Background: an optimization exercise with open tools, aiming at small area. Do not read the settings as production practice. In this exercise RTL edits were held to simulation tests only and were not proved equivalent to the original. Power is estimated from default activity; no workload was simulated.

## v6
Design pcf2127_rrc, start of the top module:
module pcf2127_rrc (
    input  wire        clk,
    input  wire        rst,
    input  wire        cmd_valid,
    input  wire [55:0] cmd_word,
    output wire        busy,
    output reg         done,
    output reg  [2:0]  status,
    output reg         bus_init,
    output reg  [7:0]  bus_selid,
    output reg         sel,
    output wire        xfer_req,
    output wire        xfer_rd,
    output wire [7:0]  xfer_txd,
    input  wire        xfer_ack,
    input  wire        xfer_err,
    input  wire [7:0]  xfer_rxd,
    output wire        diag_valid,
    output wire [4:0]  diag_idx,
    output wire [7:0]  diag_val,
    output reg  [7:0]  t_second,
    output reg  [7:0]  t_minute,
    output reg  [7:0]  t_hour,
    output reg  [7:0]  t_day,
    output reg  [7:0]  t_weekday,
    output reg  [7:0]  t_month,
    output reg  [7:0]  t_year
);
clock: 14.0 ns
lec_check: 0
abc_area: 1
cap_margin: 20
core_margin: 2
core_utilization: 40
place_density: 0.6
slew_margin: 20
standard.sh (not shown) runs the stock make flow with config.mk's settings and CLKGATE_MAP_FILE= SYNTH_SCRIPT=/design/flow/synth_recipe.tcl, a recipe that flattens the netlist after the stock synthesis.
==> flow/flow/run.sh <==
#!/bin/bash
# The standard layout (standard.sh) with three choices made through ORFS's own variables:
#  - synthesis: the standard synthesis script, but ABC maps for area with the script in
#    flow/abc_area.script (set through a copy of ORFS's scripts folder used for synth only);
#    registers, flattening and renaming are untouched;
#  - port buffers use the smallest buffer cell (every port still gets its own buffer);
#  - the clock tree uses small clock buffers in small clusters and no dummy loads.
set -euo pipefail
here=$(pwd)
rm -rf "$here/synth_scripts"
cp -r "$FLOW_HOME/scripts" "$here/synth_scripts"
cp "$here/flow/abc_area.script" "$here/synth_scripts/abc_area.script"
SCRIPTS_DIR="$here/synth_scripts" bash standard.sh synth > synth_make.log 2>&1
export BUFFER_PORTS_ARGS="-buffer_cell sky130_fd_sc_hd__buf_1"
export CTS_ARGS="-sink_clustering_enable -repair_clock_nets -dont_use_dummy_load -buf_list sky130_fd_sc_hd__clkbuf_4 -sink_clustering_size 10 -sink_clustering_max_diameter 40"
bash standard.sh > standard_make.log 2>&1
==> flow/flow/abc_area.script <==
strash
&get -n
&deepsyn -T 60
&put
dch -f
amap -F 4 -A 8
topo
Here is what was changed in the inputs of v7 compared with v6.
diff --git a/flow/design.v b/flow/design.v
--- a/flow/design.v
+++ b/flow/design.v
@@ -25,23 +25,25 @@
     output reg  [7:0]  t_weekday,
     output reg  [7:0]  t_month,
     output reg  [7:0]  t_year
 );
     localparam [2:0] S_IDLE  = 3'd0;
     localparam [2:0] S_START = 3'd1;    
     localparam [2:0] S_ADDR  = 3'd2;    
     localparam [2:0] S_DATA  = 3'd3;    
     localparam [2:0] S_SLOT  = 3'd4;    
+    localparam [2:0] S_WAIT  = 3'd5;    
     localparam [2:0] S_WALK  = 3'd6;    
     localparam [2:0] S_DIV   = 3'd7;    
     localparam [2:0] K_END  = 3'd0;
     localparam [2:0] K_RD   = 3'd1;
     localparam [2:0] K_WR   = 3'd2;
+    localparam [2:0] K_WAIT = 3'd3;
     localparam [2:0] K_WALK = 3'd4;
     localparam [2:0] K_DIV  = 3'd5;
     reg  [207:0] ring;
     reg  [2:0]   state;
     reg  [2:0]   step;         
     reg  [3:0]   opc;
     reg  [4:0]   k;
     reg  [4:0]   pos;
     reg  [7:0]   tx;
@@ -143,19 +145,19 @@
         u_k0   = 5'd7;
         u_last = 5'd7;
         case (opc)
             4'h1: if (step == 3'b000) begin
                       u_kind = K_WR; u_idx = 5'h00; u_k0 = 5'd0; u_last = 5'd25;
                   end
             4'h2: case (step)
                     3'b000: begin u_kind = K_RD;   u_idx = 5'h0F; end
                     3'b001: begin u_kind = K_WR;   u_idx = 5'h0F; end
-                    3'b011: u_kind = K_DIV;           
+                    3'b011: begin u_kind = K_WAIT; u_k0 = 5'd0;   end
                     3'b111: begin u_kind = K_RD;   u_idx = 5'h0F; end
                     3'b110: begin u_kind = K_WR;   u_idx = 5'h0F; end
                     default: ;
                   endcase
             4'h3: case (step)
                     3'b000: begin u_kind = K_RD; u_idx = 5'h02; end
                     3'b001: begin u_kind = K_RD; u_idx = 5'h12; u_k0 = 5'd8; u_last = 5'd8; end
                     3'b011: begin u_kind = K_WR; u_idx = 5'h0F; end
                     3'b111: begin u_kind = K_WR; u_idx = 5'h02; end
@@ -285,19 +287,19 @@
         ring <= {tail, ring[207:8]};
         if (accept) begin
             ring[7:0]   <= cmd_word[7:0];
             ring[14:8]  <= {1'b0, cmd_word[13:8]};
             ring[22:16] <= {1'b0, cmd_word[21:16]};
             ring[30:24] <= {1'b0, cmd_word[29:24]};
             ring[46:40] <= {3'b000, cmd_word[35:32]};
             ring[54:48] <= cmd_word[46:40];
         end
-        pos <= (pos[4] & pos[3] & pos[0]) ? 5'd0 : inc5(pos);      
+        pos <= (pos == 5'd25) ? 5'd0 : inc5(pos);
         if (accept)
             pos <= 5'd0;
     end
     always @(posedge clk) begin
         if (rst) begin
             state    <= S_IDLE;
             inited   <= 1'b0;
             status   <= 3'd0;
             done     <= 1'b0;
@@ -326,22 +328,23 @@
                 end
                 S_START: begin
                     k <= u_k0;
                     case (u_kind)
                         K_RD, K_WR: begin
                             sel   <= 1'b1;
                             tx    <= {u_rd, 2'b01, u_idx};
                             state <= S_ADDR;
                         end
+                        K_WAIT: state <= S_WAIT;
                         K_WALK: state <= S_WALK;
                         K_DIV: begin
-                            tx    <= wdata;
-                            k     <= (cdt_le60 && opc[3]) ? 5'd8 : 5'd0;
+                            tx    <= wdata;             
+                            k     <= cdt_le60 ? 5'd8 : 5'd0;
                             state <= S_DIV;
                         end
                         default: begin
                             status <= 3'd0;
                             done   <= 1'b1;
                             state  <= S_IDLE;
                         end
                     endcase
                 end
@@ -385,18 +388,27 @@
                         end else if (u_lastk) begin
                             step  <= step_inc;
                             state <= S_START;
                         end else begin
                             k     <= k_inc;
                             state <= S_SLOT;
                         end
                     end
                 end
+                S_WAIT: begin
+                    if (pos == 5'd0) begin
+                        k <= k_inc;
+                        if (k == 5'd4) begin
+                            step  <= step_inc;
+                            state <= S_START;
+                        end
+                    end
+                end
                 S_WALK: begin
                     if (hit) begin
                         k <= k_inc;
                         if (u_lastk) begin
                             step  <= step_inc;
                             state <= S_START;
                         end
                     end
                 end
==> run summary <==
- Largest stage delay on the critical path in v7 is 0.13 ns above v6.
- Between v6 and v7, the area growth from synthesis to layout figures differ only marginally.
- Comparing v6 and v7, the higher buffer and inverter count on the worst path is on v6.
- Summary — largest driver fanout on the critical path, v7 relative to v6: lower, by 1.
- Taking v6 as the reference, in v7 combinational power share fell 6.7 points, total routed wirelength fell 400 um, worst slew margin relative to its limit fell 8.5 points, final cell area excluding filler cells fell 48 sq um, final standard cell count with taps included and fillers excluded fell 23.
- Of v6 and v7, the run reporting the lower final critical-path required period was v6.
- Higher arrival time of the worst setup path among v6 and v7: v7
- Data required time at the worst endpoint delta (v6 -> v7): insignificant
- Diff v6 -> v7: clock skew now sits lower, net count of the finished layout moved down.

[re-timing with driven ports]
How much do the figures lean on ideal ports? The routed layouts below were timed once more, with nothing changed but the port constraints.
Step 1, drivers: a clkbuf_16 drives clk and a buf_2 each remaining input, both assumed.
Step 2 adds t to the input delays and takes it off the output delays; t is the mean of the earliest and latest rising clock arrival at the registers after step 1. Input paths then give back, and output paths get back, about the clock's delay inside the block.
a / b / c = no drivers / after step 1 / after step 2; a / b = the first two.
run | t, ns | slack for setup (ns) | slew at the worst register clock pin (ns)
v6 | 0.645 | 6.495 / 6.454 / 7.099 | 0.11 / 0.11
v7 | 0.665 | 5.713 / 5.665 / 6.330 | 0.10 / 0.10
After both steps setup and hold are still met in every run listed.
